This design comes from an exercise in tuning for small area, a short achievable clock period and few clock cycles per item on the open sky130 flow, not from production work. The RTL was checked by simulation tests, not by an equivalence proof against the original design. No activity file was given, so power comes from the tool's default toggle rates.

==> flow/design.v (outline; a module is shown in full before it is edited, if it fits) <==
// module imb_pattern_rom: 754 lines
// module imb_encoder: 1376 lines
module imb_encoder (
    input  wire         clk,
    input  wire         rst,         
    input  wire         in_valid,
    output wire         in_ready,
    input  wire [103:0] in_value,
    output wire         out_valid,
    input  wire         out_ready,
    output wire [129:0] out_bars,    
    output wire [10:0]  out_fcs,
    output wire         out_ovf,     
    output wire         out_err      
);
  // ...
==> flow/run.sh <==
#!/bin/bash
# synth_recipe.tcl (not shown) runs the flow's synth.tcl, then flattens the netlist and writes it again
# the make line also repeats each setting of config.mk as NAME=value (left out here)
make -C /OpenROAD-flow-scripts/flow DESIGN_CONFIG=/design/flow/config.mk WORK_HOME=/design/flow/orfs CLKGATE_MAP_FILE= SYNTH_SCRIPT=/design/flow/synth_recipe.tcl finish
==> flow/config.mk <==
export PLATFORM = sky130hd
export DESIGN_NAME = imb_encoder
export DESIGN_NICKNAME = imb_encoder
export VERILOG_FILES = /design/flow/design.v
export SDC_FILE = /design/flow/constraint.sdc
export NUM_CORES = 4
export LEC_CHECK = 0
export ABC_AREA = 1
export CAP_MARGIN = 20
export CELL_PAD_IN_SITES_DETAIL_PLACEMENT = 0
export CELL_PAD_IN_SITES_GLOBAL_PLACEMENT = 1
export CORE_MARGIN = 2
export CORE_UTILIZATION = 40
export GPL_ROUTABILITY_DRIVEN = 1
export PLACE_DENSITY = 0.5
export SETUP_SLACK_MARGIN = 4.3
export SLEW_MARGIN = 20
export SYNTH_MEMORY_MAX_BITS = 32768
==> flow/constraint.sdc <==
create_clock -name core_clock -period 8.0 [get_ports {clk}]
set_input_delay 1.6000 -clock core_clock [delete_from_list [all_inputs] [get_ports {clk}]]
set_output_delay 1.6000 -clock core_clock [all_outputs]
set_load 0.01 [all_outputs]
==> impl_metrics.env, run 1 <==
export IMPL_synthCells=5033
export IMPL_die_h_um=296
export IMPL_ys_flop_type="edfxtp_1"
export IMPL_critPathLaunch="d0[2]$_DFFE_PP_"
export IMPL_drtIter0Drc=3743
export IMPL_ant_nets=0
export IMPL_buf_share_pct=10.3
export IMPL_synthSimpleGateAreaFrac_pct=24.8
export IMPL_max_stage_delay_ns=0.37
export IMPL_grt_max_degree=67
export IMPL_pg_seq_w=0.00289
export IMPL_area_dominant_class="multi-input combinational cells"
export IMPL_drt_wl_total_um=149000
export IMPL_cts_resized=293
export IMPL_antenna_found_initial=2
export IMPL_p_switching_w=0.00943
export IMPL_clock_buffers=47
export IMPL_multi_input_area_share_pct=53.7
export IMPL_final_util_pct=50.4
export IMPL_area_growth_pct=25.2
export IMPL_io_buffers=252
export IMPL_critPathCaptureType="flip-flop"
export IMPL_status="timing/DRC/antenna clean"
export IMPL_num_vias=37500
export IMPL_vdd_ir_drop_max_uv=366
export IMPL_hold_path_startpoint="ia[2]$_SDFF_PP0_"
export IMPL_worstMarginPinSlew_ns=1.04
export IMPL_ctsHoldBuffers=0
export IMPL_dpl_hpwl_um=111000
export IMPL_whs_endpoint="ic[2]$_SDFF_PP0_"
export IMPL_ff2ff_setup_slack_ns=4.15
export IMPL_synthXorXnorAreaFrac_pct=7.13
export IMPL_r2r_end="dh[1][8]$_DFFE_PP_"
Testbench counts, summed over its fixed seeds: cycles 2,992, items 192.
==> run 2: changes to the inputs <==
--- a/flow/design.v
+++ b/flow/design.v
@@ -1883,17 +1883,21 @@
             9'd509: luth = {8'd190, 11'd1258};
             9'd510: luth = {8'd191, 11'd405};
             9'd511: luth = {8'd191, 11'd917};
         endcase
     endfunction
     wire [9:0]  o0 = first[0] ? 10'd0 : d0;
     wire [17:0] l0 = lut0(o0[9:1]);
     wire [7:0]  c0 = l0[17:10];
-    wire [9:0]  n0 = l0[9:0] + {2'd0, o0[0:0], 7'd0} + {3'd0, xc};
+    wire [9:0]  a0  = l0[9:0] + {2'd0, o0[0:0], 7'd0};
+    wire [5:0]  lo0 = {1'b0, a0[4:0]} + {1'b0, xc[4:0]};
+    wire [4:0]  hb0 = a0[9:5] + {3'd0, xc[6:5]};
+    wire [4:0]  hc0 = a0[9:5] + {3'd0, xc[6:5]} + 5'd1;
+    wire [9:0]  n0  = {(lo0[5] ? hc0 : hb0), lo0[4:0]};
     wire [7:0]  ch [1:9];
     wire [10:0] nh [1:9];
     genvar gs;
     generate
         for (gs = 1; gs < 10; gs = gs + 1) begin : g_dig
             wire [10:0] o = first[gs] ? 11'd0 : dh[gs];
             wire [18:0] l = luth(o[10:2]);
             wire [7:0]  ci;
==> run 2 against run 1 <==
Compared with the run above:
- still clean on timing, DRC and antenna
- power fell by 1.2%
- worst setup slack better by 0.016 ns
- routed wire length fell by 1.9%
- hold slack got worse by 0.025 ns
- via count shrank 1.2%
- critical path depth down 1
- core utilization rose by 0.48 points
- final cell count decreased by 1.4%
- global-route usage shrank 0.67 points
- flip-flop and latch count unchanged
- synthesized area fell by 0.39%
- critical endpoint is now dh[1][5]$_DFFE_PP_
- largest power group unchanged
==> impl_metrics.env, run 2 <==
export IMPL_syn_area_per_cell_um2=6.88
export IMPL_die_w_um=296
export IMPL_vdd_ir_drop_max_uv=266
export IMPL_place_congestion=1.04
export IMPL_antenna_found_initial=1
export IMPL_yosys_warnings=4
export IMPL_regMostFlops="pat"
export IMPL_whs_endpoint="ic[0]$_SDFF_PP0_"
export IMPL_final_setup_tns_ns=0
export IMPL_r2r_end="dh[1][5]$_DFFE_PP_"
export IMPL_ff2ff_setup_slack_ns=4.16
export IMPL_first_global_vias=34700
export IMPL_critPathCaptureType="flip-flop"
export IMPL_area_growth_pct=25.5
export IMPL_post_route_period_util_pct=48.0
export IMPL_crit_top_cell="buf_4"
export IMPL_cts_tree="yes"
export IMPL_timing_fmax_ghz=0.261
export IMPL_dpl_hpwl_um=108000
export IMPL_ys_ff_latch=342
export IMPL_path_cells="inv_2, nor2_4, ha_4, inv_4, nor2_4, nand2_2, buf_4, a31oi_4, a221oi_2, o22ai_2, a211oi_2, o31ai_2, inv_2, ha_4, buf_4, a31oi_2, nor2_1, o21ai_1, nand2_2, buf_4, xor2_1"
export IMPL_register_area_um2=9600
export IMPL_fp_dieArea_um2=87400
export IMPL_max_cap_violations=0
export IMPL_clock_skew_final_ns=0.0356
export IMPL_synth_area_leader_cell="edfxtp_1"
export IMPL_fin_nets=5633
export IMPL_core_um2=84000
export IMPL_hold_path_startpoint="ia[0]$_SDFF_PP0_"
export IMPL_path_class="flip-flop to flip-flop"
export IMPL_cp_num_buf_inv=6
export IMPL_met2_length_um=68200
export IMPL_period_needed_ns=3.84
export IMPL_multi_input_area_um2=23000
export IMPL_finalHoldViolations=0
export IMPL_rsz0062_at_grt="yes"
export IMPL_ys_seq_area_share_pct=28.1
export IMPL_io_buffers=252
export IMPL_viasPerCell=5.73
export IMPL_clockBufferDepth=3
export IMPL_worstPathRequired_ns=8.34
export IMPL_numCtsBuffers=44
export IMPL_ys_flop_type="edfxtp_1"
export IMPL_ant_nets=0
export IMPL_grt_max_degree=50
export IMPL_stdcell_area_um2=42700
export IMPL_synthDistinctLibCells=74
export IMPL_htree_levels=2
export IMPL_synth_most_common_cell="nand2_1"
export IMPL_grt_ovfl_total=0
export IMPL_worstMarginPinSlew_ns=0.999
export IMPL_synthCells=4944
export IMPL_antennaDiodeCount=0
export IMPL_ctsHoldBuffers=0
export IMPL_largest_register_ff_count=130
export IMPL_start_util_pct=40.5
export IMPL_top_layer="met4"
export IMPL_synth_area_um2=34000
export IMPL_r2r_start="d0[2]$_DFFE_PP_"
export IMPL_netlist_top_cells_area="edfxtp_1, nand2_1, inv_1"
export IMPL_r2r_cells=21
export IMPL_synth_common_cells="nand2_1, inv_1, nor2_1"
export IMPL_wl_met3_um=11500
export IMPL_drc_errors=0
export IMPL_drtPass1Iterations=7
export IMPL_die_h_um=296
export IMPL_critPathLaunchType="flip-flop"
export IMPL_drtIter0Drc=3390
export IMPL_nFillCells=8488
export IMPL_syn_nets=5278
export IMPL_ios=253
export IMPL_grt_pass1_wl_um=213000
export IMPL_max_stage_delay_ns=0.43
export IMPL_cpLargestDelayFamily="compound AO/OA/AOI/OAI gates"
export IMPL_p_per_area_nw_per_um2=397
export IMPL_setup_viol=0
export IMPL_path_clk_slew_ns=0.06
export IMPL_placed_area_um2=37800
export IMPL_power_w=0.0170
export IMPL_cts_sinks=342
export IMPL_clock_latency_ns=0.62
export IMPL_synth_edf_count=270
export IMPL_fp_row_count=106
export IMPL_grtUsageTotal_pct=31.9
export IMPL_min_path_cells=2
export IMPL_crit_arrival_ns=4.18
export IMPL_status="timing/DRC/antenna clean"
export IMPL_drt_wirelength_per_cell_um=22.7
export IMPL_p_leak_nw=18.5
export IMPL_relSlewSlack_pct=33.0
export IMPL_reg_top3="pat: 130 flops, dh: 99 flops, pr: 13 flops"
export IMPL_wl_met1_um=58800
export IMPL_cp_max_fo=5
export IMPL_synth_top_cell_area_share_pct=23.8
export IMPL_drive_above_1_share_pct=15.2
export IMPL_cts_root_buffer="clkbuf_16"
export IMPL_final_common_cell="nand2_1"
export IMPL_async_flop_share_pct=0
export IMPL_min_delay_path_class="flip-flop to flip-flop"
export IMPL_num_vias=37100
export IMPL_drt_wl_total_um=147000
export IMPL_mostFrequentLayoutCells="nand2_1, inv_1, nor2_1, o21ai_0, a21oi_1"
export IMPL_drv_slew=0
export IMPL_critPathSlowestCell="edfxtp_1"
==> run 2: cell count changes in the layout (fill, tap and decap cells not counted), moves of 12 or more <==
| cell | previous run | this run |
|---|---|---|
| nand3_1 | 205 | 190 |
| nand2_1 | 1023 | 894 |
| inv_2 | 51 | 64 |
| o21ai_1 | 47 | 70 |
| o221ai_1 | 30 | 11 |
| inv_1 | 638 | 619 |
| nor2_1 | 468 | 500 |
| xor2_1 | 231 | 243 |
| a31oi_1 | 50 | 38 |
==> run 2: cells by family after synthesis <==
kind of cell / count (synthesis) / share of synthesized area [%]
xor gates and xnor gates: 291 / 7.55
DFF: 342 / 28.1
and+or+nand+nor: 1959 / 23.8
adders and majority gates: 226 / 8.95
AOI/OAI and AO/OA: 1228 / 21.3
buffers and inverters: 885 / 9.93
muxes: 13 / 0.412
==> run 2: through the flow <==
stage	instances	worst slack (ns)	hold slack (ns)	util [%]
after global placement	6213	2.99	0.438	45.0
after CTS	6384	4.15	0.452	48.6
final	6469	4.16	0.450	50.9
after global routing	6469	4.01	0.482	50.9
after detailed placement	6214	2.96	0.445	45.0
after floorplan	4944	4.25	0.403	-
==> run 2: layout make-up <==
type,count,share of cell area (%)
sequential,342,22.5
inverter,717,6.57
tap,1134,3.32
multi-input combinational,3718,53.9
clock buffer,60,2.85
timing repair buffer,473,10.3
clock inverter,22,0.539
timing repair inverter,3,0.0469
==> run 2: how the worst max path moves through the flow <==
stage | cells past startpoint | from | end | slack, ns
after CTS | 24 | d0[1]$_DFFE_PP_ | d0[9]$_DFFE_PP_ | 4.15
after floorplan | 23 | first[0]$_SDFF_PP0_ | d0[9]$_DFFE_PP_ | 4.25
after global routing | 24 | d0[2]$_DFFE_PP_ | d0[9]$_DFFE_PP_ | 4.01
after detailed placement | 19 | first[0]$_SDFF_PP0_ | d0[9]$_DFFE_PP_ | 2.96
final | 21 | d0[2]$_DFFE_PP_ | dh[1][5]$_DFFE_PP_ | 4.16
after global placement | 19 | first[0]$_SDFF_PP0_ | d0[9]$_DFFE_PP_ | 2.99
==> run 2: timing repair <==
item                       in CTS  in global routing
buffers inserted               83                 83
pin swaps                      44                109
cloned                          5                  2
setup endpoints to repair     111                 96
gates resized for setup       284                366
==> run 2: power breakdown <==
part	switching (W)	internal (W)
sequential	0.000358	0.00251
clock	0.000847	0.00117
combinational	0.00808	0.00401
total	0.00928	0.00769
==> run 2: worst register-to-register path, stage by stage (launching register included) <==
cell	delay [ns]
edfxtp_1	0.43
inv_2	0.10
nor2_4	0.22
ha_4	0.22
inv_4	0.06
nor2_4	0.19
nand2_2	0.11
buf_4	0.16
a31oi_4	0.14
a221oi_2	0.09
o22ai_2	0.15
a211oi_2	0.05
o31ai_2	0.34
inv_2	0.10
ha_4	0.25
buf_4	0.14
a31oi_2	0.19
nor2_1	0.06
o21ai_1	0.15
nand2_2	0.12
buf_4	0.17
xor2_1	0.14
==> run 2: routing by layer <==
layer  vias up  global-route usage [%]
li1      17400                       -
met2      1806                    53.2
met3       501                    5.68
met5         -                       0
met4         0                    14.5
met1     17400                    40.0
Testbench counts of run 2, summed over its fixed seeds: cycles 2,992, items 192.

==> static timing again, ports no longer ideal <==
How much do the figures lean on ideal ports? The routed layouts below were timed once more, with nothing changed but the port constraints.
Step 1 sets driving cells, clkbuf_16 on the clock port and buf_2 on the other inputs (assumed; they add their load-dependent delay and slew).
Step 2 also shifts input and output timing later by t, the mid clock arrival at the registers, as if the neighbouring blocks saw the same clock.
Three values: ideal, step 1, step 2; two values: the first two.
run	shift t [ns]	setup slack, ns	worst slew at a driven data input, ns
run 1	0.660	4.146 / 4.146 / 3.813	0.07
run 2	0.667	4.162 / 4.162 / 3.828	0.06
After both steps every run listed still meets setup and hold. For run 2, which loses most, drivers alone change the setup slack by 0.000 ns; drivers and shift together by -0.334 ns.
